From an optimization exercise on the open Yosys and OpenROAD flow, aimed at small area, a short achievable clock period and few clock cycles; shortcuts taken in it are not production practice.
The RTL was checked by simulation tests, not by an equivalence proof against the original design.
No activity file was given, so power comes from the tool's default toggle rates.

## flow/design.v (module list and top-level ports; edited modules follow where they fit)
// module qgk: 582 lines
// module qgk_lanes: 26 lines
// module qgk_rqstep: 28 lines
// module qgk_smlad: 310 lines
// module qgk_benc: 24 lines
// module qgk_add18: 55 lines
// module qgk_add32: 97 lines
// module qgk_add36: 107 lines
module qgk (
    input  wire        clk,
    input  wire        rst,
    input  wire        reg_wr,
    input  wire [6:0]  reg_addr,
    input  wire [31:0] reg_wdata,
    output reg  [31:0] reg_rdata,
    output wire        busy,
    output reg         mem_req,
    output reg         mem_we,
    output reg  [31:0] mem_addr,
    output reg  [3:0]  mem_be,
    output reg  [31:0] mem_wdata,
    input  wire        mem_ready,
    input  wire [31:0] mem_rdata
);
  // ...
==> flow/flow/run.sh <==
#!/bin/bash
# The standard ORFS layout (standard synthesis, floorplan, placement, CTS,
# routing), with two changes: the port buffers are buf_4 cells rather than the
# default delay buffers, and ORFS's timing repair is asked to keep a setup
# margin of MARGIN ns at the design's clock period. The make output goes to
# standard_flow.log; ORFS keeps each step's log under orfs/logs/.
set -euo pipefail
MARGIN=7.6
bash standard.sh SETUP_SLACK_MARGIN=$MARGIN "BUFFER_PORTS_ARGS=-buffer_cell sky130_fd_sc_hd__buf_4" finish > standard_flow.log 2>&1
==> flow/standard.sh <==
#!/bin/bash
# synth_recipe.tcl (not shown) runs the flow's synth.tcl, then flattens the netlist and writes it again
# the make line also repeats each setting of config.mk as NAME=value (left out here)
make -C /OpenROAD-flow-scripts/flow DESIGN_CONFIG=/design/flow/config.mk WORK_HOME=/design/flow/orfs CLKGATE_MAP_FILE= SYNTH_SCRIPT=/design/flow/synth_recipe.tcl "${@:-finish}"
==> flow/config.mk <==
export PLATFORM = sky130hd
export DESIGN_NAME = qgk
export DESIGN_NICKNAME = qgk
export VERILOG_FILES = /design/flow/design.v
export SDC_FILE = /design/flow/constraint.sdc
export NUM_CORES = 8
export LEC_CHECK = 0
export CAP_MARGIN = 30
export CORE_MARGIN = 2
export CORE_UTILIZATION = 48
export CTS_CLUSTER_DIAMETER = 100
export CTS_CLUSTER_SIZE = 20
export SLEW_MARGIN = 30
==> flow/constraint.sdc <==
create_clock -name core_clock -period 16.0 [get_ports {clk}]
set_input_delay 3.2000 -clock core_clock [delete_from_list [all_inputs] [get_ports {clk}]]
set_output_delay 3.2000 -clock core_clock [all_outputs]
set_load 0.01 [all_outputs]
==> impl_metrics.env, run 1 <==
export IMPL_dieArea_sq_mm=0.194
export IMPL_grt_setup_unrepaired="yes"
export IMPL_synth_top_family_by_area="compound AO/OA/AOI/OAI gates"
export IMPL_cp_startpoint="reg_addr[2]"
export IMPL_netlist_top_cells_count="edfxtp_1 (1,123), nand2_1 (692), nor2_1 (549)"
export IMPL_crit_chain="buf_16 -> inv_4 -> buf_12 -> or3_4 -> nor2_2 -> buf_12 -> a22o_1 -> a221oi_1 -> and3_1 -> nand3_1 -> buf_4"
export IMPL_grt_util_met2_pct=56.0
export IMPL_grt_max_degree=149
export IMPL_vias=76300
export IMPL_pin_count=178
export IMPL_required_ns=12.80
export IMPL_top_layer_used="met5"
export IMPL_post_place_ws_ns=6.01
export IMPL_synth_seq_cells=1311
export IMPL_slew_headroom_pct=24.8
export IMPL_syn_mean_instance_area_sq_um=10.3
export IMPL_seq_area_frac_synth_pct=40.9
export IMPL_dr_wl_met2_um=161000
export IMPL_seq_area_share_pct=37.9
export IMPL_async_flop_share_pct=0
export IMPL_wl_met3_um=44700
export IMPL_largest_register="la_r"
export IMPL_cts_sinks=1311
export IMPL_antenna_cells=31
export IMPL_cp_arrival_ns=5.37
export IMPL_core_sq_mm=0.190
export IMPL_status="complete, no violations"
export IMPL_synth_edf_count=1123
export IMPL_powerClk_mw=2.31
export IMPL_seq_cells=1311
export IMPL_clkTransAtPathRegs_ns=0.08
export IMPL_combPwrFrac_pct=53.4
export IMPL_overflow=0
export IMPL_grtUsageMet3_pct=8.95
export IMPL_stdcell_area_sq_mm=0.0990
export IMPL_synthSimpleGateAreaFrac_pct=11.0
export IMPL_yosys_area_top_type_share_pct=36.8
export IMPL_nClkBuffers=106
export IMPL_multi_input_area_sq_mm=0.0502
export IMPL_buf_share_pct=3.81
export IMPL_reg2reg_depth=23
export IMPL_netlist_instances=8865
export IMPL_r2r_slack_ns=7.83
Testbench counts, summed over its fixed seeds: cycles 61,292.
==> run 2: changes to the inputs <==
--- a/flow/config.mk
+++ b/flow/config.mk
@@ -7,7 +7,7 @@
 export LEC_CHECK = 0
 export CAP_MARGIN = 30
 export CORE_MARGIN = 2
-export CORE_UTILIZATION = 48
+export CORE_UTILIZATION = 52
 export CTS_CLUSTER_DIAMETER = 100
 export CTS_CLUSTER_SIZE = 20
 export SLEW_MARGIN = 30
==> run 2 against run 1 <==
  * Still clean on timing, DRC and antenna
  * Non-clock buffer count down 26
  * Sequential share of layout area up 0.17 points
  * Worst hold slack better by 0.026 ns
  * Routed wire length up 2.6%
  * Clock power down 2%
  * Final cell count down 1.9%
  * Die area down 7.6%
==> impl_metrics.env, run 2 <==
export IMPL_fp_dieW_um=424
export IMPL_async_flop_share_pct=0
export IMPL_use_met1_pct=53.6
export IMPL_root_buffer="clkbuf_16"
export IMPL_grt_pass1_wl_um=541000
export IMPL_nets=9356
export IMPL_largest_reg_flops=60
export IMPL_numCtsBuffers=81
export IMPL_hold_class="reg2reg"
export IMPL_rows=154
export IMPL_crit_buf_inv=3
export IMPL_critPathLaunchType="input pin"
export IMPL_slew_viol_final=0
export IMPL_detail_route_antenna_nets=0
export IMPL_place_gp_congestion=0.984
export IMPL_synth_top_cell_by_area="edfxtp_1"
export IMPL_wirelength_um=387000
export IMPL_yosysMostFrequentCell="edfxtp_1"
export IMPL_antenna_found_initial=19
export IMPL_mostFrequentLayoutCell="edfxtp_1"
export IMPL_finalCritPeriodShare_pct=53.2
export IMPL_syn_mean_instance_area_sq_um=10.3
export IMPL_synthTopCellsByArea="edfxtp_1 (37%), fa_1 (6.0%), ha_1 (4.8%)"
export IMPL_core_sq_mm=0.176
export IMPL_netlist_instances=8865
export IMPL_netlist_top_cells_count="edfxtp_1 (1,123), nand2_1 (692), nor2_1 (549)"
export IMPL_dpl_cell_area_sq_mm=0.0947
export IMPL_synth_edf_count=1123
export IMPL_yosysUniqueCellTypes=103
export IMPL_busiest_layer="met2"
export IMPL_ir_drop_mv=0.186
export IMPL_final_util_pct=56.2
export IMPL_status="complete, no violations"
export IMPL_cp_arrival_ns=5.31
export IMPL_grt_usage_pct=42.0
export IMPL_cts_sinks=1311
export IMPL_htree_levels=3
export IMPL_crit_slowest_cell="nand4_1"
export IMPL_clk_path_buf_depth=3
export IMPL_largest_register="la_r"
export IMPL_combPwrFrac_pct=54.0
export IMPL_yosys_area_top_type_share_pct=36.8
export IMPL_hold_viol=0
export IMPL_seq_area_frac_synth_pct=40.9
export IMPL_layout_common_cells="edfxtp_1 (1,123), nand2_1 (684), nor2_1 (516)"
export IMPL_fin_tns_setup_ns=0
export IMPL_clock_latency_ns=0.79
export IMPL_overflow=0
export IMPL_portBuffers=173
export IMPL_grt_util_met2_pct=64.5
export IMPL_ys_flop_type="edfxtp_1"
export IMPL_synth_seq_cells=1311
export IMPL_grt_max_degree=176
export IMPL_slew_headroom_pct=26.7
export IMPL_fin_crit_ns=8.51
export IMPL_cap_violations=0
export IMPL_fmax_ghz=0.118
export IMPL_areaGrowthSynthToFinish_pct=7.63
export IMPL_internal_power_mw=8.48
export IMPL_grt_pass1_vias=71900
export IMPL_worstSetupPathType="in2out"
export IMPL_fin_worst_skew_ns=0.0471
export IMPL_power_leakage_nw=37.3
export IMPL_clockPowerShare_pct=15.2
export IMPL_p_per_area_mw_per_mm2=152
export IMPL_tightest_slew_ns=1.10
export IMPL_drive_gt1_share_pct=9.88
export IMPL_power_switching_mw=6.48
export IMPL_p_seq_share_pct=30.9
export IMPL_dr_pass1_iters=7
export IMPL_swShare_pct=43.3
export IMPL_cp_end_kind="output port"
export IMPL_start_util_pct=52.2
export IMPL_drc=0
export IMPL_critPathMaxFanout=12
export IMPL_grt_setup_unrepaired="yes"
export IMPL_clkTransAtPathRegs_ns=0.08
export IMPL_ys_warn_count=3
export IMPL_initialDrtViolationCount=11900
export IMPL_fin_hold_ws_ns=0.495
export IMPL_vias_per_cell=6.95
export IMPL_crit_family="simple AND/OR/NAND/NOR gates"
export IMPL_vias=76800
export IMPL_syn_area_sq_mm=0.0916
export IMPL_critPathMaxStageDelay_ns=0.44
export IMPL_dieArea_sq_mm=0.180
export IMPL_required_ns=12.80
export IMPL_pin_count=178
export IMPL_crit_top_cell="buf_4"
export IMPL_grtUsageMet3_pct=10.2
export IMPL_cts_tree="yes"
export IMPL_stdcell_area_sq_mm=0.0986
export IMPL_wl_per_cell_um=35.0
export IMPL_dpl_hpwl_um=287000
export IMPL_total_power_mw=15.0
export IMPL_die_y_um=424
export IMPL_crit_chain="buf_4 -> nand3b_1 -> nor2_4 -> buf_12 -> a22o_1 -> a221oi_2 -> nand3_1 -> nor2_1 -> nand4_1 -> buf_4"
export IMPL_setup_viol=0
## run 2: cell counts after synthesis
Identical to the previous run, type by type.
## run 2: layout make-up
class / count / area [sq um]
fill: 15100 / 76900
antenna: 22 / 55.1
sequential: 1311 / 37500
timing repair buffer: 408 / 3630
clock inverter: 23 / 343
tap: 2340 / 2930
clock buffer: 105 / 2130
multi-input combinational: 6375 / 50200
inverter: 475 / 1800
## run 2: final timing paths
check	from	endpoint	slack (ns)	depth (start not counted)
max	reg_addr[5]	reg_rdata[2]	7.49	10
min	st[9]	st[9]	0.49	2
max reg2reg	wo[1]	ba[30]	7.95	27
min reg2reg	st[9]	st[9]	0.49	2
## run 2: logic make-up (layout without fill, tap and decap cells)
group | Yosys count | after routing | synth area share (%)
buf+inv | 1180 | 1011 | 5.13
other cells | 1 | 24 | 0.00409
mux | 544 | 544 | 7.18
simple gates | 2126 | 2126 | 11.0
compound gates | 2437 | 2437 | 18.9
flops | 1311 | 1311 | 40.9
fa+ha+maj | 647 | 647 | 11.0
xor+xnor | 619 | 619 | 5.92
## run 2: metrics by stage
stage | cells | setup WS (ns)
final | 11100 | 7.49
after global routing | 11000 | 7.51
after CTS | 11000 | 7.53
after detailed placement | 10800 | 6.02
after global placement | 10800 | 6.04
after floorplan | 8866 | 7.96
## run 2: worst min-delay path, cell delays in order, from the launching register on
cell and delay [ns]:
dfxtp_1 0.32, nor2_1 0.10, nor3_1 0.05
## run 2: power by group through the flow
stage	sequential [mW]	combinational [mW]	clock, mW
final	4.62	8.07	2.27
after CTS	4.59	7.92	2.28
after floorplan	4.44	5.82	0
after global placement	4.67	7.68	0
after global routing	4.61	8.91	2.39
after detailed placement	4.67	7.85	0
## run 2: repair_timing
| action | CTS | global route |
|---|---|---|
| endpoints found under the setup margin | 62 | 42 |
| buffers inserted | 44 | 9 |
| hold buffers | 0 | 0 |
| pin swaps | 22 | 15 |
| cloned | 5 | 1 |
| hold endpoints to repair | 0 | 0 |
| gates resized for setup | 105 | 48 |
## run 2: routing by layer
metal | up-vias | part of all wire [%]
met3 | 1222 | 11
met2 | 5349 | 44
met5 | - | 0.036
met4 | 20 | 7.9
li1 | 32500 | -
met1 | 37700 | 37
==> run 3: changes to the inputs <==
--- a/flow/config.mk
+++ b/flow/config.mk
@@ -7,7 +7,7 @@
 export LEC_CHECK = 0
 export CAP_MARGIN = 30
 export CORE_MARGIN = 2
-export CORE_UTILIZATION = 52
+export CORE_UTILIZATION = 50
 export CTS_CLUSTER_DIAMETER = 100
 export CTS_CLUSTER_SIZE = 20
 export SLEW_MARGIN = 30
==> run 3 against run 2 <==
  * Sequential share of layout area is 0.12 points higher
  * Still clean
  * Highest routed layer unchanged
  * Core utilization fell by 2.3 points
  * Largest power group unchanged
  * First-iteration DRC count fell by 3.0%
  * Sequential cell count did not move
  * Die area increased by 4.0%
  * Critical path depth is 1 higher
  * Count of clock-buffer cells in the layout rose by 4
  * Worst setup slack improved by 0.027 ns
==> impl_metrics.env, run 3 <==
export IMPL_place_gp_congestion=1.03
export IMPL_wirelength_um=387000
export IMPL_swShare_pct=43.2
export IMPL_vias_per_cell=6.92
export IMPL_dr_pass1_iters=10
export IMPL_netlist_instances=8865
export IMPL_synth_seq_cells=1311
export IMPL_ir_drop_mv=0.213
export IMPL_fin_hold_ws_ns=0.460
export IMPL_cp_arrival_ns=5.28
export IMPL_yosysUniqueCellTypes=103
export IMPL_fp_dieW_um=432
export IMPL_grt_pass1_wl_um=540000
export IMPL_synthXorXnorAreaFrac_pct=5.92
export IMPL_cap_violations=0
export IMPL_hold_class="reg2reg"
export IMPL_synth_edf_count=1123
export IMPL_antenna_found_initial=23
export IMPL_synth_compound_area_share_pct=18.9
export IMPL_power_leakage_nw=37.2
export IMPL_synthTopCellsByArea="edfxtp_1 (37%), fa_1 (6.0%), ha_1 (4.8%)"
export IMPL_cp_end_kind="output port"
export IMPL_vias=76800
export IMPL_ys_warn_count=3
export IMPL_hold_viol=0
export IMPL_clkTransAtPathRegs_ns=0.09
export IMPL_slew_viol_final=0
export IMPL_fmax_ghz=0.118
export IMPL_synth_area_mux_share_pct=7.18
export IMPL_grt_usage_pct=40.4
export IMPL_clockPowerShare_pct=14.9
export IMPL_regArea_sq_mm=0.0375
export IMPL_largest_register="la_r"
export IMPL_start_util_pct=50.2
export IMPL_wl_per_cell_um=34.9
export IMPL_required_ns=12.80
export IMPL_htree_levels=3
export IMPL_fillCellCount=16100
export IMPL_fin_tns_setup_ns=0
export IMPL_areaGrowthSynthToFinish_pct=7.28
export IMPL_yosysMostFrequentCell="edfxtp_1"
export IMPL_root_buffer="clkbuf_16"
export IMPL_finalCritPeriodShare_pct=53.0
export IMPL_ys_flop_type="edfxtp_1"
export IMPL_dieArea_sq_mm=0.187
export IMPL_yosys_area_top_type_share_pct=36.8
export IMPL_syn_area_sq_mm=0.0916
export IMPL_crit_chain="buf_16 -> clkinv_8 -> buf_12 -> buf_4 -> nor3_4 -> clkbuf_16 -> a22o_4 -> a221oi_4 -> o2111a_1 -> nand4_1 -> buf_4"
export IMPL_layout_common_cells="edfxtp_1 (1,123), nand2_1 (684), nor2_1 (515)"
export IMPL_status="complete, no violations"
export IMPL_clock_latency_ns=0.76
export IMPL_p_seq_share_pct=31.0
export IMPL_critPathMaxFanout=15
export IMPL_tightest_slew_ns=1.18
export IMPL_drive_gt1_share_pct=9.71
export IMPL_dpl_hpwl_um=289000
export IMPL_cts_tree="yes"
export IMPL_crit_slowest_cell="a221oi_4"
export IMPL_fin_crit_ns=8.48
export IMPL_grt_max_degree=102
export IMPL_p_per_area_mw_per_mm2=151
export IMPL_netlist_top_cells_count="edfxtp_1 (1,123), nand2_1 (692), nor2_1 (549)"
export IMPL_critPathMaxStageDelay_ns=0.30
export IMPL_power_switching_mw=6.41
export IMPL_slew_headroom_pct=21.3
export IMPL_internal_power_mw=8.43
export IMPL_die_y_um=432
export IMPL_rows=157
export IMPL_hold_depth=0
export IMPL_largest_reg_flops=60
export IMPL_setup_viol=0
export IMPL_nets=9347
export IMPL_portBuffers=173
export IMPL_combPwrFrac_pct=54.1
export IMPL_async_flop_share_pct=0
export IMPL_initialDrtViolationCount=11600
export IMPL_drc=0
export IMPL_worstSetupPathType="in2out"
export IMPL_fin_worst_skew_ns=0.0430
export IMPL_crit_top_cell="buf_4"
export IMPL_cts_sinks=1311
export IMPL_synth_top_cell_by_area="edfxtp_1"
export IMPL_syn_mean_instance_area_sq_um=10.3
export IMPL_grt_setup_unrepaired="yes"
export IMPL_grt_pass1_vias=71800
export IMPL_clk_path_buf_depth=3
export IMPL_synthSimpleGateAreaFrac_pct=11.0
export IMPL_synthAdderAreaFrac_pct=11.0
export IMPL_pin_count=178
export IMPL_reg2reg_depth=24
export IMPL_overflow=0
export IMPL_mostFrequentLayoutCell="edfxtp_1"
export IMPL_detail_route_antenna_nets=0
export IMPL_synth_top_family_by_area="compound AO/OA/AOI/OAI gates"
export IMPL_multi_input_area_sq_mm=0.0502
export IMPL_numCtsBuffers=79
export IMPL_critPathLaunchType="input pin"
export IMPL_seq_area_frac_synth_pct=40.9
export IMPL_core_sq_mm=0.182
run 3: cell counts after synthesis:
No cell type changed its count.
run 3: per-layer routing:
metal  routed length (um)  track usage, %  vias to the layer above
li1                     -               -                    32500
met5                   26               0                        -
met4                28500            24.7                        4
met3                42200            8.34                     1023
met1               146000            53.0                    38100
met2               170000            61.4                     5190
run 3: final timing paths:
path	startpoint	endpoint	slack [ns]
min	rq_start_req	rq_req	0.46
max	reg_addr[2]	reg_rdata[7]	7.52
max reg2reg	ba[1]	ba[30]	7.77
min reg2reg	rq_start_req	rq_req	0.46
run 3: power by group through the flow:
stage | clock (mW) | combinational [mW] | sequential [mW]
after global placement | 0 | 7.67 | 4.65
after CTS | 2.22 | 7.87 | 4.57
after global routing | 2.33 | 8.84 | 4.60
final | 2.21 | 8.02 | 4.60
after detailed placement | 0 | 7.80 | 4.65
after floorplan | 0 | 5.82 | 4.44
run 3: metrics by stage:
step / util (%) / setup WS, ns / total power [mW] / cell area, sq um / instances
final: 53.9 / 7.52 / 14.8 / 98300 / 11100
after global routing: 53.8 / 7.51 / 15.8 / 98300 / 11100
after CTS: 53.6 / 7.54 / 14.7 / 97800 / 11100
after detailed placement: 51.9 / 6.14 / 12.5 / 94700 / 10900
after global placement: 51.8 / 6.10 / 12.3 / 94600 / 10900
after floorplan: - / 7.96 / 10.3 / 91600 / 8866
run 3: cell type report:
class                   count  area share, %
multi-input cells        6375           51.1
flip-flops and latches   1311           38.2
repair buffers            401           3.46
well taps                2385           3.04
clock buffers             109           2.15
inverters                 475           1.83
clock inverters            19          0.241
diodes                     22         0.0560
run 3: critical path: cells and delay by family:
family          cells  cell delay [ns]
compound gates      3             0.83
buf+inv             6             0.87
simple gates        2             0.36
run 3: cell families (layout without fill, tap and decap cells):
kind of cell,after synthesis,count (layout)
other,1,24
buffers and inverters,1180,1004
XOR/XNOR,619,619
multiplexers,544,544
AO/OA/AOI/OAI,2437,2437
AND/OR/NAND/NOR,2126,2126
flip-flops,1311,1311
adder cells (fa/ha/maj),647,647
run 3: repair_timing:
item                                    in CTS  in global routing
buffers inserted                            29                  8
hold buffers                                 0                  0
endpoints found under the setup margin      47                 35
gates resized for setup                     89                 59
pin swaps                                   15                 20
gates cloned                                 3                  2

==> separate check: timing with driven ports <==
How much do the figures lean on ideal ports? The routed layouts below were timed once more, with nothing changed but the port constraints.
Step 1 (the two cells are an assumption about what drives the block):
set clk [get_ports {clk}]
set_driving_cell -lib_cell sky130_fd_sc_hd__clkbuf_16 $clk
set_driving_cell -lib_cell sky130_fd_sc_hd__buf_2 [delete_from_list [all_inputs] $clk]
Step 2 adds t to the input delays and takes it off the output delays; t is the mean of the earliest and latest rising clock arrival at the registers after step 1. Input paths then give back, and output paths get back, about the clock's delay inside the block.
Three values: ideal ports, drivers, drivers and shift; two values: the first two.
run | t (ns) | setup WS [ns] | pins driven straight from the clock port
run 1 | 0.852 | 7.430 / 7.166 / 7.166 | 1
run 2 | 0.861 | 7.495 / 7.297 / 7.297 | 1
run 3 | 0.824 | 7.522 / 7.315 / 7.315 | 1
After both steps every run listed still meets setup and hold. The setup slack of run 1, which loses most, moves by -0.264 ns with the drivers and by -0.264 ns with both steps.
